Context: an optimization exercise on an open-source flow, tuned for small area, a short achievable clock period and few clock cycles per item. The choices shown serve that exercise and are no tape-out recipe.
In this exercise RTL edits were held to simulation tests only and were not proved equivalent to the original.

==> design.v <==
module gf_mul (
    input  wire       f10,
    input  wire [9:0] a,
    input  wire [9:0] b,
    output wire [9:0] p
);
    reg [18:0] c;
    integer i;
    always @(*) begin
        c = 19'd0;
        for (i = 0; i < 10; i = i + 1)
            if (b[i]) c = c ^ ({9'd0, a} << i);
    end
    wire [9:0] r10, r8;
    gf_red10 u_r10 (.c(c),        .r(r10));
    gf_red8  u_r8  (.c(c[14:0]),  .r(r8));
    assign p = f10 ? r10 : r8;
endmodule
module gf_sq (
    input  wire       f10,
    input  wire [9:0] x,
    output wire [9:0] y
);
    reg [18:0] c;
    integer i;
    always @(*) begin
        c = 19'd0;
        for (i = 0; i < 10; i = i + 1)
            c[2 * i] = x[i];
    end
    wire [9:0] r10, r8;
    gf_red10 u_r10 (.c(c),        .r(r10));
    gf_red8  u_r8  (.c(c[14:0]),  .r(r8));
    assign y = f10 ? r10 : r8;
endmodule
module gf_red10 (
    input  wire [18:0] c,
    output wire [9:0]  r
);
    reg [18:0] t;
    integer i;
    always @(*) begin
        t = c;
        for (i = 18; i >= 10; i = i - 1)
            if (t[i]) t = t ^ (19'h409 << (i - 10));
    end
    assign r = t[9:0];
endmodule
module gf_red8 (
    input  wire [14:0] c,
    output wire [9:0]  r
);
    reg [14:0] t;
    integer i;
    always @(*) begin
        t = c;
        for (i = 14; i >= 8; i = i - 1)
            if (t[i]) t = t ^ (15'h11B << (i - 8));
    end
    assign r = {2'b00, t[7:0]};
endmodule
module eac_add10 (
    input  wire [9:0] s,
    input  wire [9:0] c,
    output wire [9:0] e
);
    wire [9:0] g0 = s & c;
    wire [9:0] p0 = s ^ c;
    reg [9:0] g, p;
    integer i, j, k;
    always @(*) begin
        g = g0;
        p = p0;
        for (k = 0; k < 4; k = k + 1)
            for (i = 0; i < 10; i = i + 1)
                if ((i >> k) & 1) begin
                    j = ((i >> k) << k) - 1;
                    g[i] = g[i] | (p[i] & g[j]);
                    p[i] = p[i] & p[j];
                end
    end
    wire       gall = g[9];
    wire [9:0] cin  = {g[8:0] | (p[8:0] & {9{gall}}), gall};
    assign e = p0 ^ cin;
endmodule
module gf8_exp_lo (
    input  wire [3:0] addr,
    output wire [7:0] data
);
    wire [127:0] tab = 128'h3513F8A196722E1AFF5533110F050301;
    assign data = tab[8 * addr +: 8];
endmodule
module gf8_exp_hi (
    input  wire [3:0] addr,
    output wire [7:0] data
);
    wire [127:0] tab = 128'h391245FC9B9FC3FBFEB5834C53E55F01;
    assign data = tab[8 * addr +: 8];
endmodule
module gf8_log_rom (
    input  wire [7:0] addr,
    output wire [7:0] data
);
  wire new_n17, new_n18, new_n19, new_n20, new_n21, new_n22, new_n23,
    new_n24, new_n25, new_n26, new_n27, new_n28, new_n29, new_n30, new_n31,
    new_n32, new_n33, new_n34, new_n35, new_n36, new_n37, new_n38, new_n39,
    new_n40, new_n41, new_n42, new_n43, new_n44, new_n45, new_n46, new_n47,
    new_n48, new_n49, new_n50, new_n51, new_n52, new_n53, new_n54, new_n55,
    new_n56, new_n57, new_n58, new_n59, new_n60, new_n61, new_n62, new_n63,
    new_n64, new_n65, new_n66, new_n67, new_n68, new_n69, new_n70, new_n71,
    new_n72, new_n73, new_n74, new_n75, new_n76, new_n77, new_n78, new_n79,
    new_n80, new_n81, new_n82, new_n83, new_n84, new_n85, new_n86, new_n87,
    new_n88, new_n89, new_n90, new_n91, new_n92, new_n93, new_n94, new_n95,
    new_n96, new_n97, new_n98, new_n99, new_n100, new_n101, new_n102,
    new_n103, new_n104, new_n105, new_n106, new_n107, new_n108, new_n109,
    new_n110, new_n111, new_n112, new_n113, new_n114, new_n115, new_n116,
    new_n117, new_n118, new_n119, new_n120, new_n121, new_n122, new_n123,
    new_n124, new_n125, new_n126, new_n127, new_n128, new_n129, new_n130,
    new_n131, new_n132, new_n133, new_n134, new_n135, new_n136, new_n137,
    new_n138, new_n139, new_n140, new_n141, new_n142, new_n143, new_n144,
    new_n145, new_n146, new_n147, new_n148, new_n149, new_n150, new_n151,
    new_n152, new_n154, new_n155, new_n156, new_n157, new_n158, new_n159,
    new_n160, new_n161, new_n162, new_n163, new_n164, new_n165, new_n166,
    new_n167, new_n168, new_n169, new_n170, new_n171, new_n172, new_n173,
    new_n174, new_n175, new_n176, new_n177, new_n178, new_n179, new_n180,
    new_n181, new_n182, new_n183, new_n184, new_n185, new_n186, new_n187,
    new_n188, new_n189, new_n190, new_n191, new_n192, new_n193, new_n194,
    new_n195, new_n196, new_n197, new_n198, new_n199, new_n200, new_n201,
    new_n202, new_n203, new_n204, new_n205, new_n206, new_n207, new_n208,
    new_n209, new_n210, new_n211, new_n212, new_n213, new_n214, new_n215,
    new_n216, new_n217, new_n218, new_n219, new_n220, new_n221, new_n222,
    new_n223, new_n224, new_n225, new_n226, new_n227, new_n228, new_n229,
    new_n230, new_n231, new_n232, new_n233, new_n234, new_n235, new_n236,
    new_n237, new_n238, new_n239, new_n240, new_n241, new_n242, new_n243,
    new_n244, new_n245, new_n246, new_n247, new_n248, new_n249, new_n251,
    new_n252, new_n253, new_n254, new_n255, new_n256, new_n257, new_n258,
    new_n259, new_n260, new_n261, new_n262, new_n263, new_n264, new_n265,
    new_n266, new_n267, new_n268, new_n269, new_n270, new_n271, new_n272,
    new_n273, new_n274, new_n275, new_n276, new_n277, new_n278, new_n279,
    new_n280, new_n281, new_n282, new_n283, new_n284, new_n285, new_n286,
    new_n287, new_n288, new_n289, new_n290, new_n291, new_n292, new_n293,
    new_n294, new_n295, new_n296, new_n297, new_n298, new_n299, new_n300,
    new_n301, new_n302, new_n303, new_n304, new_n305, new_n306, new_n307,
    new_n308, new_n309, new_n310, new_n311, new_n312, new_n313, new_n314,
    new_n315, new_n316, new_n317, new_n318, new_n319, new_n320, new_n321,
    new_n322, new_n323, new_n324, new_n325, new_n326, new_n327, new_n328,
    new_n330, new_n331, new_n332, new_n333, new_n334, new_n335, new_n336,
    new_n337, new_n338, new_n339, new_n340, new_n341, new_n342, new_n343,
    new_n344, new_n345, new_n346, new_n347, new_n348, new_n349, new_n350,
    new_n351, new_n352, new_n353, new_n354, new_n355, new_n356, new_n357,
    new_n358, new_n359, new_n360, new_n361, new_n362, new_n363, new_n364,
    new_n365, new_n366, new_n367, new_n368, new_n369, new_n370, new_n371,
    new_n372, new_n373, new_n374, new_n375, new_n376, new_n377, new_n378,
    new_n379, new_n380, new_n381, new_n382, new_n383, new_n384, new_n385,
    new_n386, new_n387, new_n388, new_n389, new_n390, new_n391, new_n392,
    new_n393, new_n395, new_n396, new_n397, new_n398, new_n399, new_n400,
    new_n401, new_n402, new_n403, new_n404, new_n405, new_n406, new_n407,
    new_n408, new_n409, new_n410, new_n411, new_n412, new_n413, new_n414,
    new_n415, new_n416, new_n417, new_n418, new_n419, new_n420, new_n421,
    new_n422, new_n423, new_n424, new_n425, new_n426, new_n427, new_n428,
    new_n429, new_n430, new_n431, new_n432, new_n433, new_n434, new_n435,
    new_n436, new_n437, new_n438, new_n439, new_n440, new_n441, new_n442,
    new_n443, new_n444, new_n445, new_n446, new_n447, new_n448, new_n449,
    new_n450, new_n451, new_n453, new_n454, new_n455, new_n456, new_n457,
    new_n458, new_n459, new_n460, new_n461, new_n462, new_n463, new_n464,
    new_n465, new_n466, new_n467, new_n468, new_n469, new_n470, new_n471,
    new_n472, new_n473, new_n474, new_n475, new_n476, new_n477, new_n478,
    new_n479, new_n480, new_n481, new_n482, new_n483, new_n484, new_n485,
    new_n486, new_n487, new_n488, new_n489, new_n490, new_n491, new_n492,
    new_n493, new_n494, new_n495, new_n496, new_n497, new_n498, new_n499,
    new_n500, new_n501, new_n502, new_n503, new_n504, new_n505, new_n506,
    new_n507, new_n508, new_n509, new_n510, new_n511, new_n512, new_n513,
    new_n514, new_n516, new_n517, new_n518, new_n519, new_n520, new_n521,
    new_n522, new_n523, new_n524, new_n525, new_n526, new_n527, new_n528,
    new_n529, new_n530, new_n531, new_n532, new_n533, new_n534, new_n535,
    new_n536, new_n537, new_n538, new_n539, new_n540, new_n541, new_n542,
    new_n543, new_n544, new_n545, new_n546, new_n547, new_n548, new_n549,
    new_n550, new_n551, new_n552, new_n553, new_n554, new_n555, new_n556,
    new_n557, new_n558, new_n559, new_n560, new_n561, new_n562, new_n563,
    new_n564, new_n565, new_n566, new_n567, new_n568, new_n569, new_n570,
    new_n571, new_n572, new_n573, new_n574, new_n575, new_n576, new_n578,
    new_n579, new_n580, new_n581, new_n582, new_n583, new_n584, new_n585,
    new_n586, new_n587, new_n588, new_n589, new_n590, new_n591, new_n592,
    new_n593, new_n594, new_n595, new_n596, new_n597, new_n598, new_n599,
    new_n600, new_n601, new_n602, new_n603, new_n604, new_n605, new_n606,
    new_n607, new_n608, new_n609, new_n610, new_n611, new_n612, new_n613,
    new_n614, new_n615, new_n616, new_n617, new_n618, new_n619, new_n620,
    new_n621, new_n622, new_n623, new_n624, new_n625, new_n626, new_n627,
    new_n628, new_n629, new_n630, new_n631, new_n632, new_n633, new_n634;
  assign new_n17 = addr[0] & addr[1];
  assign new_n18 = addr[3] & ~new_n17;
  assign new_n19 = ~addr[1] & addr[2];
  assign new_n20 = new_n18 & ~new_n19;
  assign new_n21 = addr[1] & ~addr[2];
  assign new_n22 = new_n20 & ~new_n21;
  assign new_n23 = ~addr[2] & ~addr[3];
  assign new_n24 = addr[1] & new_n23;
  assign new_n25 = ~addr[3] & ~new_n21;
  assign new_n26 = ~addr[0] & ~addr[2];
  assign new_n27 = addr[0] & addr[2];
  assign new_n28 = ~new_n26 & ~new_n27;
  assign new_n29 = new_n25 & new_n28;
  assign new_n30 = ~new_n24 & ~new_n29;
  assign new_n31 = ~addr[0] & ~addr[1];
  assign new_n32 = ~new_n17 & ~new_n31;
  assign new_n33 = ~addr[0] & addr[2];
  assign new_n34 = ~addr[3] & ~new_n33;
  assign new_n35 = ~new_n32 & new_n34;
  assign new_n36 = ~new_n30 & ~new_n35;
  assign new_n37 = addr[4] & ~new_n36;
  assign new_n38 = ~new_n22 & new_n37;
  assign new_n39 = ~addr[2] & ~new_n31;
  assign new_n40 = new_n20 & ~new_n39;
  assign new_n41 = ~new_n18 & new_n39;
  assign new_n42 = ~addr[4] & ~new_n41;
  assign new_n43 = ~new_n40 & new_n42;
  assign new_n44 = ~addr[5] & ~new_n43;
  assign new_n45 = ~new_n38 & new_n44;
  assign new_n46 = ~addr[3] & ~new_n26;
  assign new_n47 = addr[1] & addr[2];
  assign new_n48 = addr[0] & ~addr[1];
  assign new_n49 = ~new_n47 & ~new_n48;
  assign new_n50 = new_n46 & new_n49;
  assign new_n51 = ~addr[4] & ~new_n50;
  assign new_n52 = addr[3] & ~new_n26;
  assign new_n53 = new_n32 & new_n52;
  assign new_n54 = new_n51 & ~new_n53;
  assign new_n55 = addr[2] & addr[3];
  assign new_n56 = addr[1] & new_n55;
  assign new_n57 = addr[4] & ~new_n56;
  assign new_n58 = addr[2] & ~addr[3];
  assign new_n59 = new_n17 & ~new_n58;
  assign new_n60 = ~addr[2] & addr[3];
  assign new_n61 = ~addr[1] & ~new_n60;
  assign new_n62 = ~new_n59 & ~new_n61;
  assign new_n63 = new_n57 & new_n62;
  assign new_n64 = addr[5] & ~new_n63;
  assign new_n65 = ~new_n54 & new_n64;
  assign new_n66 = ~new_n45 & ~new_n65;
  assign new_n67 = ~addr[7] & ~new_n66;
  assign new_n68 = addr[0] & addr[3];
  assign new_n69 = ~new_n21 & new_n68;
  assign new_n70 = addr[4] & ~new_n69;
  assign new_n71 = ~addr[1] & new_n60;
  assign new_n72 = new_n70 & ~new_n71;
  assign new_n73 = addr[0] & ~addr[2];
  assign new_n74 = ~addr[3] & ~new_n47;
  assign new_n75 = ~new_n73 & new_n74;
  assign new_n76 = new_n72 & ~new_n75;
  assign new_n77 = ~addr[4] & ~new_n55;
  assign new_n78 = addr[2] & new_n32;
  assign new_n79 = new_n46 & ~new_n78;
  assign new_n80 = new_n77 & ~new_n79;
  assign new_n81 = addr[5] & ~new_n80;
  assign new_n82 = ~new_n76 & new_n81;
  assign new_n83 = new_n48 & new_n58;
  assign new_n84 = new_n25 & ~new_n83;
  assign new_n85 = addr[4] & ~new_n84;
  assign new_n86 = addr[1] & addr[3];
  assign new_n87 = ~new_n26 & new_n86;
  assign new_n88 = new_n85 & ~new_n87;
  assign new_n89 = ~addr[0] & new_n74;
  assign new_n90 = ~addr[4] & ~new_n89;
  assign new_n91 = ~new_n52 & ~new_n86;
  assign new_n92 = new_n90 & new_n91;
  assign new_n93 = ~addr[5] & ~new_n92;
  assign new_n94 = ~new_n88 & new_n93;
  assign new_n95 = ~new_n82 & ~new_n94;
  assign new_n96 = addr[7] & ~new_n95;
  assign new_n97 = addr[6] & ~new_n96;
  assign new_n98 = ~new_n67 & new_n97;
  assign new_n99 = addr[3] & ~new_n28;
  assign new_n100 = ~addr[0] & addr[1];
  assign new_n101 = addr[3] & new_n100;
  assign new_n102 = ~new_n99 & ~new_n101;
  assign new_n103 = addr[4] & new_n102;
  assign new_n104 = ~new_n29 & new_n103;
  assign new_n105 = addr[3] & new_n28;
  assign new_n106 = ~new_n31 & new_n105;
  assign new_n107 = ~addr[4] & ~new_n86;
  assign new_n108 = ~addr[3] & ~new_n27;
  assign new_n109 = ~addr[0] & new_n47;
  assign new_n110 = new_n32 & ~new_n109;
  assign new_n111 = new_n108 & ~new_n110;
  assign new_n112 = new_n107 & ~new_n111;
  assign new_n113 = ~new_n106 & new_n112;
  assign new_n114 = ~new_n104 & ~new_n113;
  assign new_n115 = addr[5] & ~new_n114;
  assign new_n116 = ~addr[1] & ~addr[2];
  assign new_n117 = ~addr[3] & ~new_n116;
  assign new_n118 = ~new_n27 & ~new_n48;
  assign new_n119 = ~addr[4] & new_n118;
  assign new_n120 = ~new_n117 & new_n119;
  assign new_n121 = ~addr[5] & ~new_n120;
  assign new_n122 = new_n28 & new_n74;
  assign new_n123 = new_n61 & ~new_n68;
  assign new_n124 = ~new_n122 & new_n123;
  assign new_n125 = addr[4] & ~new_n59;
  assign new_n126 = ~new_n124 & new_n125;
  assign new_n127 = new_n121 & ~new_n126;
  assign new_n128 = addr[7] & ~new_n127;
  assign new_n129 = ~new_n115 & new_n128;
  assign new_n130 = ~new_n19 & ~new_n21;
  assign new_n131 = ~addr[0] & new_n130;
  assign new_n132 = addr[3] & new_n118;
  assign new_n133 = ~new_n130 & ~new_n132;
  assign new_n134 = ~new_n131 & ~new_n133;
  assign new_n135 = ~addr[4] & ~new_n134;
  assign new_n136 = addr[4] & ~new_n20;
  assign new_n137 = addr[1] & ~new_n28;
  assign new_n138 = new_n136 & ~new_n137;
  assign new_n139 = addr[5] & ~new_n138;
  assign new_n140 = ~new_n135 & new_n139;
  assign new_n141 = ~addr[4] & ~new_n24;
  assign new_n142 = new_n68 & ~new_n130;
  assign new_n143 = addr[3] & ~new_n142;
  assign new_n144 = new_n141 & ~new_n143;
  assign new_n145 = ~new_n31 & new_n58;
  assign new_n146 = new_n70 & ~new_n145;
  assign new_n147 = ~new_n144 & ~new_n146;
  assign new_n148 = ~addr[5] & ~new_n147;
  assign new_n149 = ~addr[7] & ~new_n148;
  assign new_n150 = ~new_n140 & new_n149;
  assign new_n151 = ~addr[6] & ~new_n150;
  assign new_n152 = ~new_n129 & new_n151;
  assign data[0] = ~new_n98 & ~new_n152;
  assign new_n154 = ~addr[1] & addr[3];
  assign new_n155 = ~addr[4] & ~new_n154;
  assign new_n156 = ~addr[3] & ~new_n83;
  assign new_n157 = ~new_n131 & new_n156;
  assign new_n158 = ~addr[3] & ~new_n157;
  assign new_n159 = new_n155 & ~new_n158;
  assign new_n160 = new_n18 & new_n39;
  assign new_n161 = addr[4] & ~new_n160;
  assign new_n162 = addr[0] & new_n74;
  assign new_n163 = addr[2] & ~new_n17;
  assign new_n164 = ~addr[3] & new_n163;
  assign new_n165 = ~new_n162 & ~new_n164;
  assign new_n166 = new_n161 & new_n165;
  assign new_n167 = ~addr[5] & ~new_n166;
  assign new_n168 = ~new_n159 & new_n167;
  assign new_n169 = addr[3] & ~new_n100;
  assign new_n170 = new_n49 & new_n169;
  assign new_n171 = ~addr[3] & ~new_n49;
  assign new_n172 = ~new_n170 & ~new_n171;
  assign new_n173 = ~addr[4] & ~new_n172;
  assign new_n174 = ~new_n27 & new_n154;
  assign new_n175 = addr[4] & ~new_n174;
  assign new_n176 = ~new_n157 & new_n175;
  assign new_n177 = addr[5] & ~new_n176;
  assign new_n178 = ~new_n173 & new_n177;
  assign new_n179 = ~addr[6] & ~new_n178;
  assign new_n180 = ~new_n168 & new_n179;
  assign new_n181 = ~new_n21 & ~new_n34;
  assign new_n182 = ~new_n52 & new_n181;
  assign new_n183 = ~new_n41 & ~new_n182;
  assign new_n184 = addr[4] & ~new_n183;
  assign new_n185 = ~new_n17 & new_n34;
  assign new_n186 = ~addr[4] & ~new_n185;
  assign new_n187 = new_n18 & ~new_n116;
  assign new_n188 = new_n186 & ~new_n187;
  assign new_n189 = ~addr[5] & ~new_n188;
  assign new_n190 = ~new_n184 & new_n189;
  assign new_n191 = addr[0] & ~addr[3];
  assign new_n192 = ~addr[2] & new_n191;
  assign new_n193 = ~new_n69 & ~new_n192;
  assign new_n194 = ~addr[0] & ~new_n19;
  assign new_n195 = new_n25 & new_n194;
  assign new_n196 = new_n193 & ~new_n195;
  assign new_n197 = addr[4] & ~new_n196;
  assign new_n198 = ~addr[0] & ~new_n116;
  assign new_n199 = ~addr[3] & ~new_n198;
  assign new_n200 = ~addr[4] & ~new_n71;
  assign new_n201 = ~new_n99 & new_n200;
  assign new_n202 = ~new_n199 & new_n201;
  assign new_n203 = ~new_n197 & ~new_n202;
  assign new_n204 = addr[5] & ~new_n203;
  assign new_n205 = addr[6] & ~new_n204;
  assign new_n206 = ~new_n190 & new_n205;
  assign new_n207 = ~new_n180 & ~new_n206;
  assign new_n208 = addr[7] & ~new_n207;
  assign new_n209 = ~new_n41 & new_n57;
  assign new_n210 = ~new_n69 & new_n209;
  assign new_n211 = new_n52 & ~new_n78;
  assign new_n212 = ~new_n116 & new_n191;
  assign new_n213 = ~addr[4] & ~new_n212;
  assign new_n214 = ~new_n211 & new_n213;
  assign new_n215 = ~addr[5] & ~new_n214;
  assign new_n216 = ~new_n210 & new_n215;
  assign new_n217 = ~addr[3] & ~new_n19;
  assign new_n218 = ~addr[0] & ~new_n25;
  assign new_n219 = new_n217 & ~new_n218;
  assign new_n220 = ~new_n164 & ~new_n174;
  assign new_n221 = new_n27 & ~new_n154;
  assign new_n222 = new_n220 & ~new_n221;
  assign new_n223 = ~new_n219 & new_n222;
  assign new_n224 = ~addr[4] & ~new_n223;
  assign new_n225 = ~new_n73 & new_n161;
  assign new_n226 = addr[5] & ~new_n225;
  assign new_n227 = ~new_n224 & new_n226;
  assign new_n228 = ~new_n216 & ~new_n227;
  assign new_n229 = addr[6] & ~new_n228;
  assign new_n230 = new_n32 & new_n34;
  assign new_n231 = new_n103 & ~new_n230;
  assign new_n232 = ~new_n58 & ~new_n60;
  assign new_n233 = addr[1] & ~new_n232;
  assign new_n234 = ~addr[4] & ~new_n233;
  assign new_n235 = ~addr[1] & new_n28;
  assign new_n236 = new_n232 & new_n235;
  assign new_n237 = new_n234 & ~new_n236;
  assign new_n238 = addr[5] & ~new_n237;
  assign new_n239 = ~new_n231 & new_n238;
  assign new_n240 = ~addr[2] & ~addr[4];
  assign new_n241 = ~new_n18 & new_n240;
  assign new_n242 = addr[1] & new_n191;
  assign new_n243 = addr[4] & ~new_n242;
  assign new_n244 = ~addr[5] & ~new_n243;
  assign new_n245 = ~new_n241 & new_n244;
  assign new_n246 = ~addr[6] & ~new_n245;
  assign new_n247 = ~new_n239 & new_n246;
  assign new_n248 = ~new_n229 & ~new_n247;
  assign new_n249 = ~addr[7] & ~new_n248;
  assign data[1] = ~new_n208 & ~new_n249;
  assign new_n251 = ~new_n58 & new_n137;
  assign new_n252 = ~addr[4] & ~new_n162;
  assign new_n253 = ~new_n251 & new_n252;
  assign new_n254 = ~new_n25 & ~new_n198;
  assign new_n255 = addr[4] & ~new_n254;
  assign new_n256 = new_n33 & ~new_n154;
  assign new_n257 = new_n255 & ~new_n256;
  assign new_n258 = ~addr[5] & ~new_n257;
  assign new_n259 = ~new_n253 & new_n258;
  assign new_n260 = ~new_n109 & new_n200;
  assign new_n261 = ~new_n28 & new_n217;
  assign new_n262 = new_n68 & ~new_n116;
  assign new_n263 = addr[5] & ~new_n262;
  assign new_n264 = ~new_n261 & new_n263;
  assign new_n265 = ~new_n260 & new_n264;
  assign new_n266 = ~new_n259 & ~new_n265;
  assign new_n267 = ~addr[6] & ~new_n266;
  assign new_n268 = addr[0] & new_n25;
  assign new_n269 = ~new_n105 & ~new_n268;
  assign new_n270 = addr[4] & ~new_n269;
  assign new_n271 = ~new_n32 & new_n52;
  assign new_n272 = ~new_n195 & new_n200;
  assign new_n273 = ~new_n271 & new_n272;
  assign new_n274 = addr[5] & ~new_n273;
  assign new_n275 = ~new_n270 & new_n274;
  assign new_n276 = ~addr[4] & ~new_n56;
  assign new_n277 = ~new_n122 & new_n276;
  assign new_n278 = ~addr[1] & ~addr[3];
  assign new_n279 = ~new_n48 & ~new_n278;
  assign new_n280 = new_n57 & new_n279;
  assign new_n281 = ~new_n277 & ~new_n280;
  assign new_n282 = ~addr[5] & ~new_n281;
  assign new_n283 = addr[6] & ~new_n282;
  assign new_n284 = ~new_n275 & new_n283;
  assign new_n285 = ~new_n267 & ~new_n284;
  assign new_n286 = addr[7] & ~new_n285;
  assign new_n287 = new_n47 & new_n191;
  assign new_n288 = ~new_n53 & ~new_n287;
  assign new_n289 = ~addr[4] & ~new_n288;
  assign new_n290 = ~addr[5] & ~new_n289;
  assign new_n291 = ~new_n55 & new_n100;
  assign new_n292 = addr[3] & ~new_n194;
  assign new_n293 = ~new_n291 & ~new_n292;
  assign new_n294 = addr[4] & new_n293;
  assign new_n295 = new_n290 & ~new_n294;
  assign new_n296 = ~new_n199 & ~new_n271;
  assign new_n297 = addr[4] & ~new_n296;
  assign new_n298 = new_n25 & ~new_n194;
  assign new_n299 = addr[1] & new_n68;
  assign new_n300 = new_n77 & ~new_n299;
  assign new_n301 = ~new_n298 & new_n300;
  assign new_n302 = addr[5] & ~new_n301;
  assign new_n303 = ~new_n297 & new_n302;
  assign new_n304 = ~new_n295 & ~new_n303;
  assign new_n305 = ~addr[6] & ~new_n304;
  assign new_n306 = ~addr[0] & new_n19;
  assign new_n307 = ~new_n137 & ~new_n306;
  assign new_n308 = ~new_n71 & new_n141;
  assign new_n309 = new_n307 & new_n308;
  assign new_n310 = new_n25 & ~new_n78;
  assign new_n311 = addr[4] & ~new_n261;
  assign new_n312 = addr[3] & new_n19;
  assign new_n313 = new_n311 & ~new_n312;
  assign new_n314 = ~new_n310 & new_n313;
  assign new_n315 = ~new_n309 & ~new_n314;
  assign new_n316 = addr[5] & ~new_n315;
  assign new_n317 = ~new_n83 & ~new_n218;
  assign new_n318 = new_n107 & new_n317;
  assign new_n319 = ~new_n55 & ~new_n132;
  assign new_n320 = addr[1] & new_n46;
  assign new_n321 = addr[4] & ~new_n320;
  assign new_n322 = new_n319 & new_n321;
  assign new_n323 = ~new_n318 & ~new_n322;
  assign new_n324 = ~addr[5] & ~new_n323;
  assign new_n325 = addr[6] & ~new_n324;
  assign new_n326 = ~new_n316 & new_n325;
  assign new_n327 = ~new_n305 & ~new_n326;
  assign new_n328 = ~addr[7] & ~new_n327;
  assign data[2] = ~new_n286 & ~new_n328;
  assign new_n330 = ~new_n19 & new_n132;
  assign new_n331 = ~addr[4] & ~new_n330;
  assign new_n332 = ~new_n142 & new_n331;
  assign new_n333 = ~new_n100 & new_n332;
  assign new_n334 = addr[4] & ~new_n132;
  assign new_n335 = ~new_n187 & new_n334;
  assign new_n336 = ~new_n212 & new_n335;
  assign new_n337 = ~addr[5] & ~new_n336;
  assign new_n338 = ~new_n333 & new_n337;
  assign new_n339 = addr[1] & ~new_n34;
  assign new_n340 = ~new_n73 & ~new_n339;
  assign new_n341 = new_n77 & ~new_n340;
  assign new_n342 = new_n57 & ~new_n230;
  assign new_n343 = addr[5] & ~new_n342;
  assign new_n344 = ~new_n341 & new_n343;
  assign new_n345 = ~addr[6] & ~new_n344;
  assign new_n346 = ~new_n338 & new_n345;
  assign new_n347 = new_n37 & ~new_n142;
  assign new_n348 = ~addr[4] & ~new_n100;
  assign new_n349 = new_n340 & new_n348;
  assign new_n350 = new_n121 & ~new_n349;
  assign new_n351 = ~new_n347 & new_n350;
  assign new_n352 = ~new_n117 & ~new_n142;
  assign new_n353 = new_n348 & ~new_n352;
  assign new_n354 = addr[4] & ~new_n26;
  assign new_n355 = ~new_n25 & new_n354;
  assign new_n356 = addr[5] & ~new_n355;
  assign new_n357 = ~new_n353 & new_n356;
  assign new_n358 = addr[6] & ~new_n357;
  assign new_n359 = ~new_n351 & new_n358;
  assign new_n360 = ~new_n346 & ~new_n359;
  assign new_n361 = ~addr[7] & ~new_n360;
  assign new_n362 = ~new_n145 & new_n332;
  assign new_n363 = new_n28 & new_n217;
  assign new_n364 = ~new_n299 & ~new_n363;
  assign new_n365 = new_n161 & new_n364;
  assign new_n366 = ~addr[5] & ~new_n365;
  assign new_n367 = ~new_n362 & new_n366;
  assign new_n368 = addr[3] & new_n110;
  assign new_n369 = ~addr[4] & ~new_n368;
  assign new_n370 = ~new_n320 & new_n369;
  assign new_n371 = ~new_n52 & ~new_n100;
  assign new_n372 = ~new_n75 & new_n371;
  assign new_n373 = addr[4] & ~new_n291;
  assign new_n374 = ~new_n372 & new_n373;
  assign new_n375 = addr[5] & ~new_n374;
  assign new_n376 = ~new_n370 & new_n375;
  assign new_n377 = ~new_n367 & ~new_n376;
  assign new_n378 = addr[6] & ~new_n377;
  assign new_n379 = ~new_n111 & ~new_n154;
  assign new_n380 = new_n161 & new_n379;
  assign new_n381 = ~new_n20 & ~new_n56;
  assign new_n382 = new_n186 & new_n381;
  assign new_n383 = ~addr[5] & ~new_n382;
  assign new_n384 = ~new_n380 & new_n383;
  assign new_n385 = ~new_n145 & ~new_n368;
  assign new_n386 = addr[4] & ~new_n385;
  assign new_n387 = ~new_n219 & new_n331;
  assign new_n388 = addr[5] & ~new_n387;
  assign new_n389 = ~new_n386 & new_n388;
  assign new_n390 = ~new_n384 & ~new_n389;
  assign new_n391 = ~addr[6] & ~new_n390;
  assign new_n392 = addr[7] & ~new_n391;
  assign new_n393 = ~new_n378 & new_n392;
  assign data[3] = ~new_n361 & ~new_n393;
  assign new_n395 = addr[3] & new_n163;
  assign new_n396 = ~new_n36 & ~new_n395;
  assign new_n397 = new_n90 & ~new_n396;
  assign new_n398 = new_n31 & ~new_n232;
  assign new_n399 = new_n209 & ~new_n398;
  assign new_n400 = ~new_n397 & ~new_n399;
  assign new_n401 = ~addr[5] & ~new_n400;
  assign new_n402 = ~new_n157 & new_n369;
  assign new_n403 = new_n311 & ~new_n330;
  assign new_n404 = addr[5] & ~new_n403;
  assign new_n405 = ~new_n402 & new_n404;
  assign new_n406 = ~new_n401 & ~new_n405;
  assign new_n407 = ~addr[7] & ~new_n406;
  assign new_n408 = new_n23 & ~new_n100;
  assign new_n409 = new_n335 & ~new_n408;
  assign new_n410 = ~new_n130 & ~new_n191;
  assign new_n411 = new_n77 & new_n410;
  assign new_n412 = ~addr[5] & ~new_n411;
  assign new_n413 = ~new_n409 & new_n412;
  assign new_n414 = ~new_n78 & new_n243;
  assign new_n415 = new_n39 & ~new_n68;
  assign new_n416 = new_n155 & ~new_n415;
  assign new_n417 = addr[5] & ~new_n416;
  assign new_n418 = ~new_n414 & new_n417;
  assign new_n419 = addr[7] & ~new_n418;
  assign new_n420 = ~new_n413 & new_n419;
  assign new_n421 = ~new_n407 & ~new_n420;
  assign new_n422 = addr[6] & ~new_n421;
  assign new_n423 = ~new_n50 & ~new_n75;
  assign new_n424 = ~addr[4] & ~new_n271;
  assign new_n425 = new_n423 & new_n424;
  assign new_n426 = addr[4] & ~new_n154;
  assign new_n427 = ~new_n53 & new_n426;
  assign new_n428 = ~new_n425 & ~new_n427;
  assign new_n429 = addr[5] & ~new_n428;
  assign new_n430 = addr[4] & new_n28;
  assign new_n431 = new_n364 & new_n430;
  assign new_n432 = ~addr[4] & new_n198;
  assign new_n433 = ~addr[5] & ~new_n432;
  assign new_n434 = ~new_n431 & new_n433;
  assign new_n435 = ~new_n429 & ~new_n434;
  assign new_n436 = ~addr[7] & ~new_n435;
  assign new_n437 = new_n30 & new_n72;
  assign new_n438 = new_n90 & new_n102;
  assign new_n439 = addr[5] & ~new_n438;
  assign new_n440 = ~new_n437 & new_n439;
  assign new_n441 = ~new_n48 & new_n58;
  assign new_n442 = ~new_n73 & ~new_n441;
  assign new_n443 = new_n155 & ~new_n442;
  assign new_n444 = ~addr[0] & new_n25;
  assign new_n445 = new_n70 & ~new_n444;
  assign new_n446 = ~new_n443 & ~new_n445;
  assign new_n447 = ~addr[5] & ~new_n446;
  assign new_n448 = addr[7] & ~new_n447;
  assign new_n449 = ~new_n440 & new_n448;
  assign new_n450 = ~new_n436 & ~new_n449;
  assign new_n451 = ~addr[6] & ~new_n450;
  assign data[4] = ~new_n422 & ~new_n451;
  assign new_n453 = ~new_n89 & ~new_n287;
  assign new_n454 = ~new_n26 & new_n154;
  assign new_n455 = new_n453 & ~new_n454;
  assign new_n456 = addr[4] & ~new_n455;
  assign new_n457 = new_n348 & new_n410;
  assign new_n458 = ~new_n456 & ~new_n457;
  assign new_n459 = ~addr[5] & ~new_n458;
  assign new_n460 = ~new_n107 & ~new_n234;
  assign new_n461 = new_n61 & ~new_n193;
  assign new_n462 = ~new_n218 & ~new_n461;
  assign new_n463 = ~new_n460 & ~new_n462;
  assign new_n464 = addr[4] & ~new_n235;
  assign new_n465 = ~new_n84 & new_n464;
  assign new_n466 = addr[5] & ~new_n465;
  assign new_n467 = ~new_n463 & new_n466;
  assign new_n468 = ~new_n459 & ~new_n467;
  assign new_n469 = ~addr[7] & ~new_n468;
  assign new_n470 = new_n243 & ~new_n262;
  assign new_n471 = ~addr[4] & ~new_n183;
  assign new_n472 = ~new_n470 & ~new_n471;
  assign new_n473 = ~addr[5] & ~new_n89;
  assign new_n474 = ~new_n472 & new_n473;
  assign new_n475 = ~new_n191 & new_n232;
  assign new_n476 = ~new_n17 & ~new_n475;
  assign new_n477 = ~addr[4] & ~new_n476;
  assign new_n478 = ~new_n35 & new_n70;
  assign new_n479 = addr[5] & ~new_n478;
  assign new_n480 = ~new_n477 & new_n479;
  assign new_n481 = addr[7] & ~new_n480;
  assign new_n482 = ~new_n474 & new_n481;
  assign new_n483 = ~new_n469 & ~new_n482;
  assign new_n484 = ~addr[6] & ~new_n483;
  assign new_n485 = ~addr[2] & ~new_n455;
  assign new_n486 = addr[4] & ~new_n78;
  assign new_n487 = ~new_n485 & new_n486;
  assign new_n488 = new_n107 & new_n220;
  assign new_n489 = addr[5] & ~new_n488;
  assign new_n490 = ~new_n487 & new_n489;
  assign new_n491 = new_n334 & new_n453;
  assign new_n492 = ~new_n298 & new_n319;
  assign new_n493 = new_n107 & ~new_n492;
  assign new_n494 = ~new_n491 & ~new_n493;
  assign new_n495 = ~addr[5] & ~new_n494;
  assign new_n496 = addr[7] & ~new_n495;
  assign new_n497 = ~new_n490 & new_n496;
  assign new_n498 = addr[4] & ~new_n395;
  assign new_n499 = ~new_n86 & ~new_n278;
  assign new_n500 = ~addr[2] & ~new_n499;
  assign new_n501 = new_n498 & ~new_n500;
  assign new_n502 = ~addr[4] & ~new_n278;
  assign new_n503 = ~new_n143 & new_n502;
  assign new_n504 = addr[5] & ~new_n503;
  assign new_n505 = ~new_n501 & new_n504;
  assign new_n506 = ~new_n48 & ~new_n339;
  assign new_n507 = new_n161 & ~new_n506;
  assign new_n508 = new_n51 & ~new_n299;
  assign new_n509 = ~addr[5] & ~new_n508;
  assign new_n510 = ~new_n507 & new_n509;
  assign new_n511 = ~addr[7] & ~new_n510;
  assign new_n512 = ~new_n505 & new_n511;
  assign new_n513 = addr[6] & ~new_n512;
  assign new_n514 = ~new_n497 & new_n513;
  assign data[5] = new_n484 | new_n514;
  assign new_n516 = ~addr[0] & ~new_n278;
  assign new_n517 = addr[4] & ~new_n47;
  assign new_n518 = ~new_n516 & new_n517;
  assign new_n519 = ~new_n299 & ~new_n306;
  assign new_n520 = ~new_n460 & new_n519;
  assign new_n521 = ~new_n518 & ~new_n520;
  assign new_n522 = ~addr[1] & new_n192;
  assign new_n523 = addr[5] & ~new_n522;
  assign new_n524 = ~new_n521 & new_n523;
  assign new_n525 = new_n136 & ~new_n157;
  assign new_n526 = ~new_n17 & new_n52;
  assign new_n527 = ~new_n108 & ~new_n526;
  assign new_n528 = ~addr[4] & ~new_n19;
  assign new_n529 = ~new_n46 & new_n528;
  assign new_n530 = ~new_n527 & new_n529;
  assign new_n531 = ~addr[5] & ~new_n530;
  assign new_n532 = ~new_n525 & new_n531;
  assign new_n533 = ~addr[6] & ~new_n532;
  assign new_n534 = ~new_n524 & new_n533;
  assign new_n535 = ~new_n36 & ~new_n142;
  assign new_n536 = ~addr[4] & ~new_n535;
  assign new_n537 = addr[5] & ~new_n527;
  assign new_n538 = ~new_n536 & new_n537;
  assign new_n539 = new_n193 & new_n317;
  assign new_n540 = new_n498 & ~new_n539;
  assign new_n541 = new_n107 & ~new_n441;
  assign new_n542 = ~addr[5] & ~new_n541;
  assign new_n543 = ~new_n540 & new_n542;
  assign new_n544 = addr[6] & ~new_n543;
  assign new_n545 = ~new_n538 & new_n544;
  assign new_n546 = ~new_n534 & ~new_n545;
  assign new_n547 = addr[7] & ~new_n546;
  assign new_n548 = addr[3] & new_n307;
  assign new_n549 = ~addr[4] & ~new_n287;
  assign new_n550 = ~new_n548 & new_n549;
  assign new_n551 = ~new_n169 & new_n311;
  assign new_n552 = ~addr[5] & ~new_n551;
  assign new_n553 = ~new_n550 & new_n552;
  assign new_n554 = addr[4] & ~new_n195;
  assign new_n555 = ~new_n106 & new_n554;
  assign new_n556 = ~new_n68 & new_n200;
  assign new_n557 = ~new_n310 & new_n556;
  assign new_n558 = addr[5] & ~new_n557;
  assign new_n559 = ~new_n555 & new_n558;
  assign new_n560 = ~addr[6] & ~new_n559;
  assign new_n561 = ~new_n553 & new_n560;
  assign new_n562 = ~new_n78 & new_n293;
  assign new_n563 = new_n276 & ~new_n562;
  assign new_n564 = ~new_n163 & new_n255;
  assign new_n565 = ~new_n563 & ~new_n564;
  assign new_n566 = ~addr[5] & ~new_n565;
  assign new_n567 = addr[4] & new_n423;
  assign new_n568 = ~addr[4] & ~new_n99;
  assign new_n569 = ~new_n164 & new_n568;
  assign new_n570 = ~new_n567 & ~new_n569;
  assign new_n571 = addr[5] & ~new_n101;
  assign new_n572 = ~new_n570 & new_n571;
  assign new_n573 = addr[6] & ~new_n572;
  assign new_n574 = ~new_n566 & new_n573;
  assign new_n575 = ~new_n561 & ~new_n574;
  assign new_n576 = ~addr[7] & ~new_n575;
  assign data[6] = ~new_n547 & ~new_n576;
  assign new_n578 = new_n141 & ~new_n287;
  assign new_n579 = new_n102 & new_n578;
  assign new_n580 = ~new_n21 & new_n373;
  assign new_n581 = ~new_n410 & new_n580;
  assign new_n582 = addr[5] & ~new_n581;
  assign new_n583 = ~new_n579 & new_n582;
  assign new_n584 = ~new_n31 & new_n442;
  assign new_n585 = addr[4] & ~new_n584;
  assign new_n586 = ~addr[4] & new_n163;
  assign new_n587 = ~new_n171 & new_n586;
  assign new_n588 = ~addr[5] & ~new_n587;
  assign new_n589 = ~new_n585 & new_n588;
  assign new_n590 = ~new_n583 & ~new_n589;
  assign new_n591 = addr[6] & ~new_n590;
  assign new_n592 = addr[3] & ~new_n307;
  assign new_n593 = new_n85 & ~new_n592;
  assign new_n594 = new_n218 & new_n499;
  assign new_n595 = ~addr[4] & ~new_n221;
  assign new_n596 = ~new_n594 & new_n595;
  assign new_n597 = addr[5] & ~new_n596;
  assign new_n598 = ~new_n593 & new_n597;
  assign new_n599 = addr[0] & ~new_n74;
  assign new_n600 = new_n464 & ~new_n599;
  assign new_n601 = ~addr[4] & new_n372;
  assign new_n602 = ~addr[5] & ~new_n601;
  assign new_n603 = ~new_n600 & new_n602;
  assign new_n604 = ~new_n598 & ~new_n603;
  assign new_n605 = ~addr[6] & ~new_n604;
  assign new_n606 = addr[7] & ~new_n605;
  assign new_n607 = ~new_n591 & new_n606;
  assign new_n608 = ~new_n86 & new_n194;
  assign new_n609 = addr[0] & new_n55;
  assign new_n610 = ~new_n23 & ~new_n609;
  assign new_n611 = ~new_n608 & new_n610;
  assign new_n612 = addr[4] & ~new_n611;
  assign new_n613 = ~new_n19 & ~new_n609;
  assign new_n614 = new_n51 & new_n613;
  assign new_n615 = addr[5] & ~new_n614;
  assign new_n616 = ~new_n612 & new_n615;
  assign new_n617 = ~new_n330 & new_n347;
  assign new_n618 = new_n181 & new_n348;
  assign new_n619 = ~addr[5] & ~new_n618;
  assign new_n620 = ~new_n617 & new_n619;
  assign new_n621 = ~new_n616 & ~new_n620;
  assign new_n622 = addr[6] & ~new_n621;
  assign new_n623 = ~new_n516 & ~new_n527;
  assign new_n624 = new_n136 & ~new_n623;
  assign new_n625 = new_n290 & ~new_n624;
  assign new_n626 = new_n70 & ~new_n100;
  assign new_n627 = ~new_n192 & new_n528;
  assign new_n628 = ~new_n160 & new_n627;
  assign new_n629 = ~new_n626 & ~new_n628;
  assign new_n630 = addr[5] & ~new_n629;
  assign new_n631 = ~addr[6] & ~new_n630;
  assign new_n632 = ~new_n625 & new_n631;
  assign new_n633 = ~addr[7] & ~new_n632;
  assign new_n634 = ~new_n622 & new_n633;
  assign data[7] = ~new_n607 & ~new_n634;
endmodule
module gf_alu (
    input  wire        clk,
    input  wire        rst,
    input  wire        start,
    input  wire [7:0]  op,
    input  wire [31:0] a,
    input  wire [31:0] b,
    output wire        ready,
    output reg         done,
    output wire [31:0] result,
    output reg         err,
    output wire [7:0]  errcode
);
    localparam [2:0] C_ADD  = 3'd0;    
    localparam [2:0] C_MUL  = 3'd1;    
    localparam [2:0] C_POW  = 3'd2;    
    localparam [2:0] C_LOOP = 3'd3;    
    localparam [2:0] C_ERRZ = 3'd4;    
    localparam [2:0] C_ILL  = 3'd5;    
    localparam [2:0] C_EXP  = 3'd6;    
    reg        errz;
    reg  [9:0] res;
    assign result  = {22'd0, res};
    assign errcode = {3'b000, err, 3'b000, errz};
    reg        v1;          
    reg  [2:0] cls;
    reg        f10;         
    reg  [9:0] p, q;        
    reg  [9:0] s;           
    reg  [9:0] c;           
    reg  [9:0] x;           
    reg  [1:0] cnt;         
    wire last    = (cls != C_POW) && !((cls == C_LOOP) && (cnt != 2'd0));
    assign ready = ~v1 | last;
    wire accept  = start & ready;
    wire       fin = op[5];                     
    wire [9:0] am  = {a[9:8] & {2{fin}}, a[7:0]};
    wire [9:0] bm  = {b[9:8] & {2{fin}}, b[7:0]};
    wire       a8z  = (a[7:0] == 8'd0);
    wire       a10z = a8z & (a[9:8] == 2'd0);
    wire [9:0] a2;
    gf_sq u_sqa (.f10(fin), .x(am), .y(a2));
    wire [7:0] log_a;
    gf8_log_rom u_log (.addr(a[7:0]), .data(log_a));
    wire [9:0] u10 = b[9:0], v10 = b[19:10], w10 = b[29:20], z10 = {8'd0, b[31:30]};
    wire [9:0] s10a = u10 ^ v10 ^ w10;
    wire [9:0] k10a = (u10 & v10) | (u10 & w10) | (v10 & w10);
    wire [9:0] c10a = {k10a[8:0], k10a[9]};
    wire [9:0] s10  = s10a ^ c10a ^ z10;
    wire [9:0] k10b = (s10a & c10a) | (s10a & z10) | (c10a & z10);
    wire [9:0] c10  = {k10b[8:0], k10b[9]};
    wire [7:0] u8 = b[7:0], v8 = b[15:8], w8 = b[23:16], z8 = b[31:24];
    wire [7:0] s8a = u8 ^ v8 ^ w8;
    wire [7:0] k8a = (u8 & v8) | (u8 & w8) | (v8 & w8);
    wire [7:0] c8a = {k8a[6:0], k8a[7]};
    wire [7:0] s8  = s8a ^ c8a ^ z8;
    wire [7:0] k8b = (s8a & c8a) | (s8a & z8) | (c8a & z8);
    wire [7:0] c8  = {k8b[6:0], k8b[7]};
    reg [2:0] cls_in;
    reg [9:0] p_in, q_in, s_in, c_in;
    always @(*) begin
        p_in = am;
        q_in = bm;
        s_in = fin ? s10 : {s8, 2'b11};      
        c_in = fin ? c10 : {c8, 2'b00};
        case (op)
            8'h10, 8'h20: begin cls_in = C_ADD; p_in = am ^ bm; end
            8'h11, 8'h21: cls_in = C_MUL;
            8'h14: cls_in = C_EXP;
            8'h15: begin
                cls_in = a8z ? C_ERRZ : C_ADD;
                p_in   = {2'b00, log_a};
            end
            8'h12: begin
                cls_in = a8z ? C_ERRZ : C_EXP;
                p_in   = {2'b00, ~log_a};
            end
            8'h13, 8'h23: begin cls_in = C_POW; q_in = a2; end
            8'h22: begin
                cls_in = a10z ? C_ERRZ : C_POW;
                q_in   = a2;
                s_in   = 10'd1022;
                c_in   = 10'd0;
            end
            default: cls_in = C_ILL;
        endcase
    end
    wire       loop = (cls == C_LOOP);
    wire [9:0] p2, p4, x2;
    gf_sq u_sq1 (.f10(f10), .x(p),  .y(p2));
    gf_sq u_sq2 (.f10(f10), .x(p2), .y(p4));
    gf_sq u_sqx (.f10(f10), .x(x),  .y(x2));
    wire       texp = (cls == C_EXP);
    wire [7:0] exp_lo, exp_hi;
    gf8_exp_lo u_lo (.addr(p[3:0]), .data(exp_lo));
    gf8_exp_hi u_hi (.addr(p[7:4]), .data(exp_hi));
    wire [9:0] ma = loop ? p4 : texp ? {2'b00, exp_lo} : p;
    wire [9:0] mb = texp ? {2'b00, exp_hi} : q;
    wire [9:0] mp;
    gf_mul u_mul (.f10(f10), .a(ma), .b(mb), .p(mp));
    wire [9:0] e;
    eac_add10 u_eac (.s(s), .c(c), .e(e));
    reg [9:0] p_first, q_first;
    always @(*) begin
        case (e[9:8])
            2'd0:    p_first = 10'd1;
            2'd1:    p_first = p;
            2'd2:    p_first = q;
            default: p_first = mp;
        endcase
        case (e[7:6])
            2'd0:    q_first = 10'd1;
            2'd1:    q_first = p;
            2'd2:    q_first = q;
            default: q_first = mp;
        endcase
    end
    reg [9:0] q_loop;
    always @(*) begin
        case (s[9:8])
            2'd0:    q_loop = 10'd1;
            2'd1:    q_loop = x;
            2'd2:    q_loop = x2;
            default: q_loop = c;
        endcase
    end
    always @(posedge clk) begin
        err  <= (cls == C_ERRZ) || (cls == C_ILL);
        errz <= (cls == C_ERRZ);
        case (cls)
            C_ADD:                  res <= p;
            C_ERRZ, C_ILL:          res <= 10'd0;
            default:                res <= mp;
        endcase
    end
    always @(posedge clk) begin
        if (rst) begin
            v1   <= 1'b0;
            done <= 1'b0;
        end else begin
            done <= 1'b0;
            if (v1) begin
                if (last) begin
                    v1   <= 1'b0;
                    done <= 1'b1;
                end
                case (cls)
                    C_POW: begin
                        x   <= p;
                        c   <= mp;
                        p   <= p_first;
                        q   <= q_first;
                        s   <= {e[5:0], 4'd0};
                        cnt <= f10 ? 2'd3 : 2'd2;
                        cls <= C_LOOP;
                    end
                    C_LOOP: begin
                        p   <= mp;
                        q   <= q_loop;
                        s   <= {s[7:0], 2'b00};
                        cnt <= cnt - 2'd1;
                    end
                    default: ;
                endcase
            end
            if (accept) begin
                v1  <= 1'b1;
                cls <= cls_in;
                f10 <= fin;
                p   <= p_in;
                q   <= q_in;
                s   <= s_in;
                c   <= c_in;
            end
        end
    end
endmodule
==> run.sh <==
#!/bin/bash
# synth_recipe.tcl (not shown) runs the flow's synth.tcl, then flattens the netlist and writes it again
# the make line also repeats each setting of config.mk as NAME=value (left out here)
make -C /OpenROAD-flow-scripts/flow DESIGN_CONFIG=/design/flow/config.mk WORK_HOME=/design/flow/orfs CLKGATE_MAP_FILE= SYNTH_SCRIPT=/design/flow/synth_recipe.tcl finish
==> config.mk <==
export PLATFORM = sky130hd
export DESIGN_NAME = gf_alu
export DESIGN_NICKNAME = gf_alu
export VERILOG_FILES = /design/flow/design.v
export SDC_FILE = /design/flow/constraint.sdc
export NUM_CORES = 4
export LEC_CHECK = 0
export CAP_MARGIN = 20
export CORE_MARGIN = 2
export CORE_UTILIZATION = 30
export SETUP_SLACK_MARGIN = 2.4
export SLEW_MARGIN = 20
export TNS_END_PERCENT = 0
==> constraint.sdc <==
create_clock -name core_clock -period 7.0 [get_ports {clk}]
set_input_delay 1.4000 -clock core_clock [delete_from_list [all_inputs] [get_ports {clk}]]
set_output_delay 1.4000 -clock core_clock [all_outputs]
set_load 0.01 [all_outputs]
==> impl_metrics.ini, run 1 <==
[status]
outcome = timing/DRC/antenna clean

[clocking]
clkSinkCount = 70
root_buffer = clkbuf_16
clk_path_buf_depth = 2
htreeDepth = 3
cts_tree = done
clk_pin_slew_ps = 60
numCtsBuffers = 9
clkLatencyLatePin_ps = 340
cts_hold_buf = 0

[timing]
worst_pin_slew_ps = 971.7
min_period_over_period_pct = 66.21
setup_tns_ps = 0
min_period_ps = 4635
rsz0062_at_grt = true
setup_viol = 0
maxSlewHeadroom_pct = 35.02
drv_slew = 0
clock_skew_ps = 5.908
hold_violations = 0
max_freq_ghz = 0.2158

[routing]
totalWireLength_um = 42790
antenna_left = 0
dr.pass1.iters = 6
via_per_inst = 5.877
wl_per_cell_um = 21.68
drt_iter0_markers = 1267
drcViolationCount = 0
num_vias = 11600

[critical_path]
regToRegSetupSlack_ps = 2410
critPathKind = in2reg
r2r-end = p[1]
r2r_cells = 14
cp_data_required_time_ps = 7090
path_max_fanout = 7
crit_arrival_ps = 4730
r2r-start = p[4]
endpoint_kind = register
crit_path_start_kind = primary input

[global_routing]
grt_pass1_wl_um = 65370
grt_max_degree = 53
grt_overflow_total = 0
grt_pass1_vias = 11120
grt_usage_pct = 21.57
antenna_found_initial = 2

[logic_synthesis]
yosysTopAreaCell = edfxtp_1
yosysSeqAreaShare_pct = 17.49
yosysMostFrequentCell = nor2_1
avgSynthCellArea_sq_um = 7.624
yosys-top-cells-count = nor2_1, nand2_1, a21oi_1, o21ai_0, xnor2_1
netlist_area_sq_um = 11210
synth-async-reset-ratio_pct = 0
synth.top_cell.area_share_pct = 14.99
ys_types = 88
synthTopCellsByArea = edfxtp_1, xnor2_1, nor2_1
synth_seq_cells = 70
synth_edf_count = 56
syn_inst = 1471
ys.flop_type = edfxtp_1
yosysWarnings = 6

[placed_design]
dp_hpwl_um = 31090
port_buffers = 67
dp.cells = 1928
gp_congestion = 0.9858
placed_cell_area_sq_um = 12160

[die]
start_util_pct = 30.56
io_pins = 118
dieHeight_um = 197.3
die_w_um = 197.3
coreArea_sq_um = 36700
rows = 70
die_area_sq_um = 38950

[final_layout]
final_core_util_pct = 35.48
stdcell_count = 1974
areaGrowthSynthToFinish_pct = 16.09
drive_gt1_share_pct = 11.37
num-nets-final = 1651
final_area_sq_um = 13020

[hold_path]
min-delay-path-class = reg2reg
hp-start = v1
worstHoldPathCells = 1
holdPathEnd = done

[run]
cap_viol_max_count = 0
==> cells by family after synthesis <==
group,count (synthesis),share of synthesized area (%)
compound gates,449,25.76
xor+xnor,145,13.81
fa+ha+maj,77,10.53
buf+inv,208,8.345
flops,70,17.49
mux,39,4.173
other cells,1,0.03344
simple gates,482,19.85
==> how the worst max path moves through the flow <==
stage,slack [ps],depth (start not counted),start,to
2_1_floorplan,2520,16,p[4],p[1]
3_3_place_gp,1530,15,p[4],q[2]
3_5_place_dp,1430,15,p[4],q[2]
4_1_cts,2290,13,p[6],p[1]
5_1_grt,2260,15,a[1],p[3]
6_report,2370,12,a[1],p[2]
==> stage by stage <==
stage,worst slack [ps],hold slack (ps)
floorplan,2520,420.6
global placement,1535,488.1
detailed placement,1432,495.8
CTS,2292,505.0
global route,2264,519.3
finish,2365,508.4
==> layout by cell type (no fill, tap or decap), types with 9 or more instances in the layout <==
cell	instances
a21oi_1	120
o211ai_1	26
o22ai_1	14
clkdlybuf4s50_1	63
nand2b_1	12
a211oi_1	24
a221oi_1	15
conb_1	28
nand3_1	33
o21ai_0	95
edfxtp_1	56
nand2_1	148
mux2_2	9
xor2_1	29
or3_1	10
xnor3_1	17
dfxtp_1	14
a22oi_1	16
nor2b_1	17
o21ai_1	12
clkbuf_16	12
nor2_1	160
a21o_1	10
ha_1	42
buf_4	64
a31oi_1	21
nor3_1	28
fa_1	29
and2_1	13
inv_1	59
xnor2_1	86
mux2i_1	23
==> flip-flops by register name, summed over array words and instances (netlist names) <==
name / flops
c: 10
p: 10
q: 10
res: 10
s: 10
x: 10
cls: 3
cnt: 2
done: 1
err: 1
errz: 1
f10: 1
v1: 1
==> area by class of cell <==
| cell class | instances | area [sq um] |
|---|---|---|
| fillers | 3804 | 23680 |
| clock buffers | 14 | 327.8 |
| inverters | 64 | 244.0 |
| flip-flops and latches | 70 | 1962 |
| multi-input cells | 1220 | 8706 |
| diodes | 2 | 5.005 |
| repair buffers | 134 | 1176 |
| well taps | 468 | 585.6 |
| clock inverters | 2 | 12.51 |
==> critical path: stages <==
cell and delay [ps]:
clkdlybuf4s50_1 550, clkinvlp_4 170, buf_4 180, ha_1 330, inv_1 290, nand2_1 100
a311oi_1 460, a31oi_1 120, mux4_2 510, mux2_2 230, a31oi_1 110, a221o_1 270
==> timing repair <==
item / CTS / global route
pin swaps: 2 / 9
endpoints found under the hold margin: 0 / 0
setup endpoints to repair: 40 / 39
gates resized for setup: 28 / 45
buffers inserted: 15 / 13
==> metal layers <==
layer	track usage, %	wire length [um]	up-vias
li1	-	-	5284
met3	2.510	3272	123
met1	28.63	18110	5552
met2	35.04	19610	642
met5	0	0	-
met4	10.05	1801	0
Testbench counts, summed over its fixed seeds: cycles 4,818, items 3,200.
==> run 2, diff against run 1 <==
--- a/config.mk
+++ b/config.mk
@@ -9,5 +9,5 @@
 export CORE_MARGIN = 2
 export CORE_UTILIZATION = 30
-export SETUP_SLACK_MARGIN = 2.4
+export SETUP_SLACK_MARGIN = 2.8
 export SLEW_MARGIN = 20
 export TNS_END_PERCENT = 0
==> impl_metrics.ini, run 2 <==
[status]
outcome = timing/DRC/antenna clean

[final_layout]
regArea_sq_um = 1962
layout_common_cells = nor2_1, nand2_1, a21oi_1, buf_4, o21ai_0
num-nets-final = 1687
fillerInstances = 3789
final_area_sq_um = 13570
multiInputGateArea_sq_um = 8967
final_common_cell = nor2_1
areaGrowthSynthToFinish_pct = 21.01
drive_gt1_share_pct = 15.71

[critical_path]
path_cells = inv_4 -> ha_4 -> xor2_2 -> o21a_1 -> o211ai_1 -> and3_4 -> nor2_2 -> xnor3_1 -> xnor3_1 -> xnor3_2 -> buf_4 -> buf_4 -> xor2_1 -> nor2_4 -> a221oi_1 -> o32ai_1
startpoint = p[4]
cp_data_required_time_ps = 7050
r2r-start = p[4]
slowest_stage = edfxtp_1
crit_arrival_ps = 4430
crit_path_start_kind = register
critPathKind = reg2reg
endpoint_kind = register
max_stage_delay_ps = 480
path_max_fanout = 5

[timing]
min_period_over_period_pct = 62.62
max_freq_ghz = 0.2282
hold_violations = 0
setup_tns_ps = 0
drv_slew = 0
rsz0062_at_grt = true
maxSlewHeadroom_pct = 43.69
clock_skew_ps = 7.530
holdWs_ps = 511.7
worst_pin_slew_ps = 844.6
setup_slack_ps = 2617
setup_viol = 0
min_period_ps = 4383

[logic_synthesis]
yosysSeqAreaShare_pct = 17.49
netlist_area_sq_um = 11210
syn_inst = 1471
ys_types = 88
synth.top_cell.area_share_pct = 14.99
yosys-top-cells-count = nor2_1, nand2_1, a21oi_1, o21ai_0, xnor2_1
synth_seq_cells = 70
synthTopCellsByArea = edfxtp_1, xnor2_1, nor2_1
synth-async-reset-ratio_pct = 0
yosysTopAreaCell = edfxtp_1
synth_edf_count = 56
yosysWarnings = 6
ys.flop_type = edfxtp_1
yosysMostFrequentCell = nor2_1
avgSynthCellArea_sq_um = 7.624

[global_routing]
antenna_found_initial = 1
grt_overflow_total = 0
grt_pass1_vias = 11000
grt_max_degree = 53
grt_usage_pct = 21.75
grt_pass1_wl_um = 65830

[die]
die_w_um = 197.3
rows = 70
die_area_sq_um = 38950
coreArea_sq_um = 36700
dieHeight_um = 197.3
start_util_pct = 30.56
io_pins = 118

[routing]
antenna_left = 0
num_vias = 11820
drcViolationCount = 0
drt_iter0_markers = 1396
dr.pass1.iters = 5
totalWireLength_um = 43590
wl_per_cell_um = 21.70
via_per_inst = 5.881

[clocking]
clk_pin_slew_ps = 60
cts_tree = done
htreeDepth = 3
clkLatencyLatePin_ps = 330
numCtsBuffers = 9
cts_hold_buf = 0
clkSinkCount = 70
root_buffer = clkbuf_16
clk_path_buf_depth = 2

[hold_path]
hp-start = v1
min-delay-path-class = reg2reg

[placed_design]
port_buffers = 67
dp_hpwl_um = 30750
place_ws_ps = 1557
gp_congestion = 0.9744
placed_cell_area_sq_um = 12130

[run]
cap_viol_max_count = 0
[run 2: cell counts after synthesis]
Identical to the previous run, type by type.
[run 2: stage by stage]
step / cells / utilization [%]
global route: 2009 / 36.98
finish: 2009 / 36.98
global placement: 1920 / 33.03
floorplan: 1498 / -
detailed placement: 1920 / 33.05
CTS: 1986 / 36.23
[run 2: final timing paths]
path | end | slack, ps | cells past startpoint
max | q[9] | 2620 | 16
min | done | 510 | 1
max reg2reg | q[9] | 2620 | 16
min reg2reg | done | 510 | 1
[run 2: layout make-up]
type | count | share of cell area [%]
diodes | 1 | 0.01844
clock buffers | 13 | 2.102
clock inverters | 3 | 0.1567
inverters | 64 | 1.899
multi-input cells | 1220 | 66.08
flip-flops and latches | 70 | 14.46
well taps | 468 | 4.315
repair buffers | 170 | 10.97
[run 2: logic make-up after synthesis]
group,share of synthesized area (%)
adders and majority gates,10.53
DFF,17.49
muxes,4.173
buffers and inverters,8.345
other,0.03344
AOI/OAI and AO/OA,25.76
and+or+nand+nor,19.85
xor gates and xnor gates,13.81
[run 2: metal layers]
layer	wire, um	track usage [%]	vias up	part of all wire [%]
met5	0	0	-	0
met4	1893	8.215	0	4.3
met3	3294	2.305	137	7.6
met2	20090	35.82	657	46
met1	18310	29.31	5692	42
li1	-	-	5329	-
[run 2: critical path, delay by kind of cell, from the launching register on]
kind,cells,cell delay [ps]
AOI/OAI and AO/OA,4,1070
xor gates and xnor gates,5,1430
adders and majority gates,1,220
buffers and inverters,3,430
DFF,1,480
and+or+nand+nor,3,470
[run 2: timing repair]
action                                  4_1_cts  5_1_grt
pin swaps                                    26       13
resized for setup                           105       22
setup buffers                                50       22
endpoints found under the setup margin       40       50
hold endpoints to repair                      0        0
==> run 3, diff against run 2 <==
--- a/config.mk
+++ b/config.mk
@@ -8,6 +8,6 @@
 export CAP_MARGIN = 20
 export CORE_MARGIN = 2
-export CORE_UTILIZATION = 30
-export SETUP_SLACK_MARGIN = 2.8
+export CORE_UTILIZATION = 50
+export SETUP_SLACK_MARGIN = 2.4
 export SLEW_MARGIN = 20
 export TNS_END_PERCENT = 0
==> impl_metrics.ini, run 3 <==
[status]
outcome = timing/DRC/antenna clean

[routing]
totalWireLength_um = 41160
wl_per_cell_um = 23.15
via_per_inst = 6.511
antenna_left = 0
num_vias = 11580
dr.pass1.iters = 6
drcViolationCount = 0
drt_iter0_markers = 1599

[final_layout]
multiInputGateArea_sq_um = 8687
antenna_cells = 0
final_common_cell = nor2_1
final_area_sq_um = 12680
num-nets-final = 1645
drive_gt1_share_pct = 10.68
layout_common_cells = nor2_1, nand2_1, a21oi_1, o21ai_0, xnor2_1
areaGrowthSynthToFinish_pct = 13.09
stdcell_count = 1778
fillerInstances = 2091
regArea_sq_um = 1962

[timing]
rsz0062_at_grt = true
clock_skew_ps = 8.772
min_period_over_period_pct = 66.01
worst_pin_slew_ps = 903.0
holdWs_ps = 500.1
hold_violations = 0
setup_viol = 0
drv_slew = 0
maxSlewHeadroom_pct = 39.61
setup_tns_ps = 0
min_period_ps = 4621
max_freq_ghz = 0.2164

[hold_path]
hp-start = v1
worstHoldPathCells = 1
min-delay-path-class = reg2reg
holdPathEnd = done

[global_routing]
grt_max_degree = 49
grt_usage_pct = 34.06
grt_pass1_vias = 10860
antenna_found_initial = 0
grt_overflow_total = 0
grt_pass1_wl_um = 63160

[die]
start_util_pct = 51.23
coreArea_sq_um = 21890
die_w_um = 153.8
dieHeight_um = 153.8
rows = 54
die_area_sq_um = 23640
io_pins = 118

[clocking]
root_buffer = clkbuf_16
cts_tree = done
cts_hold_buf = 0
clk_pin_slew_ps = 60
clk_path_buf_depth = 2
clkLatencyLatePin_ps = 340
numCtsBuffers = 9
clkSinkCount = 70
htreeDepth = 3

[critical_path]
crit_top_cell = o211ai_1
endpoint_kind = register
cp_data_required_time_ps = 7080
slowest_stage = clkdlybuf4s50_1
crit_path_start_kind = primary input
crit_arrival_ps = 4710
path_max_fanout = 18
r2r-end = p[1]
path_cells = clkdlybuf4s50_1 -> buf_4 -> ha_1 -> or2_2 -> nor2_1 -> or2_4 -> and2_1 -> o211ai_1 -> o311ai_0 -> o211ai_1 -> o21ai_1 -> mux2i_1 -> o21ai_2 -> nand3_1
critPathKind = in2reg
regToRegSetupSlack_ps = 2430
r2r-start = p[3]
r2r_cells = 13
max_stage_delay_ps = 490

[logic_synthesis]
netlist_area_sq_um = 11210
yosysSeqAreaShare_pct = 17.49
avgSynthCellArea_sq_um = 7.624
synth-async-reset-ratio_pct = 0
syn_inst = 1471
synth_edf_count = 56
yosysMostFrequentCell = nor2_1
ys_types = 88
synth_seq_cells = 70
yosys-top-cells-count = nor2_1, nand2_1, a21oi_1, o21ai_0, xnor2_1
yosysWarnings = 6
synthTopCellsByArea = edfxtp_1, xnor2_1, nor2_1
ys.flop_type = edfxtp_1
synth.top_cell.area_share_pct = 14.99
yosysTopAreaCell = edfxtp_1

[placed_design]
dp_hpwl_um = 29410
port_buffers = 67
placed_cell_area_sq_um = 11880
gp_congestion = 1.082
dp.cells = 1734

[run]
cap_viol_max_count = 0
-- run 3: cell counts after synthesis --
Identical to the previous run, type by type.
-- run 3: cells by family (layout without fill, tap and decap cells) --
group | after synthesis | count (layout) | synth area share, %
DFF | 70 | 70 | 17.49
other | 1 | 28 | 0.03344
xor gates and xnor gates | 145 | 145 | 13.81
adders and majority gates | 77 | 77 | 10.53
muxes | 39 | 39 | 4.173
buffers and inverters | 208 | 208 | 8.345
and+or+nand+nor | 482 | 482 | 19.85
AOI/OAI and AO/OA | 449 | 449 | 25.76
-- run 3: timing repair --
action | in CTS | in global routing
resized for setup | 25 | 38
endpoints found under the setup margin | 38 | 31
endpoints found under the hold margin | 0 | 0
setup buffers | 15 | 13
pin swaps | 1 | 4
-- run 3: worst max path at each step --
stage | end | start | depth (start not counted) | slack [ps]
after CTS | q[4] | p[4] | 16 | 2250
after floorplan | p[1] | p[4] | 16 | 2520
final | p[6] | a[2] | 14 | 2380
after global placement | p[5] | a[1] | 12 | 1610
after global routing | p[1] | p[6] | 14 | 2270
after detailed placement | p[2] | a[1] | 12 | 1650
-- run 3: final cells by class --
| type | count | area share [%] |
|---|---|---|
| multi-input cells | 1220 | 68.50 |
| flip-flops and latches | 70 | 15.47 |
| repair buffers | 128 | 8.850 |
| well taps | 280 | 2.762 |
| clock buffers | 12 | 2.200 |
| inverters | 64 | 1.944 |
| clock inverters | 4 | 0.2762 |
-- run 3: through the flow --
stage / worst slack, ps / utilization, %
2_1_floorplan: 2520 / -
6_report: 2379 / 57.93
3_3_place_gp: 1612 / 54.22
3_5_place_dp: 1645 / 54.25
4_1_cts: 2253 / 56.66
5_1_grt: 2272 / 57.93
-- run 3: worst max-delay path, delay by kind of cell --
kind | cells | cell delay [ps]
compound gates | 5 | 980
simple gates | 5 | 920
buf+inv | 2 | 820
fa+ha+maj | 1 | 390
mux | 1 | 170
-- run 3: layer usage --
layer,global-route usage (%),vias to the layer above,share of wire [%]
li1,-,5264,-
met1,48.32,5405,42
met2,51.64,764,43
met3,5.186,143,10
met4,14.64,0,4.5
met5,0,-,0

## separate check: timing with driven ports
No port has a modelled driver above. Below, the same layouts with a new extraction and two added sets of constraints.
Step 1 sets driving cells, clkbuf_16 on the clock port and buf_2 on the other inputs (assumed; they add their load-dependent delay and slew).
Step 2, shift: input delay + t, output delay - t, t = (earliest + latest rising clock arrival at the registers) / 2. This alone moves slack from input paths to output paths.
Three values: no drivers, after step 1, after step 2; two values: the first two.
run | t (ns) | slack for setup (ns) | worst hold slack (ns) | worst register clock-pin slew, ns | worst data-port slew with drivers (ns)
run 1 | 0.376 | 2.365 / 2.373 / 1.997 | 0.508 / 0.508 / 0.508 | 0.06 / 0.06 | 0.11
run 2 | 0.366 | 2.617 / 2.617 / 2.297 | 0.512 / 0.512 / 0.512 | 0.06 / 0.06 | 0.09
run 3 | 0.379 | 2.379 / 2.390 / 2.012 | 0.500 / 0.500 / 0.500 | 0.06 / 0.06 | 0.04
After both steps every run listed still meets setup and hold. The setup slack of run 1, which loses most, moves by +0.008 ns with the drivers and by -0.368 ns with both steps.
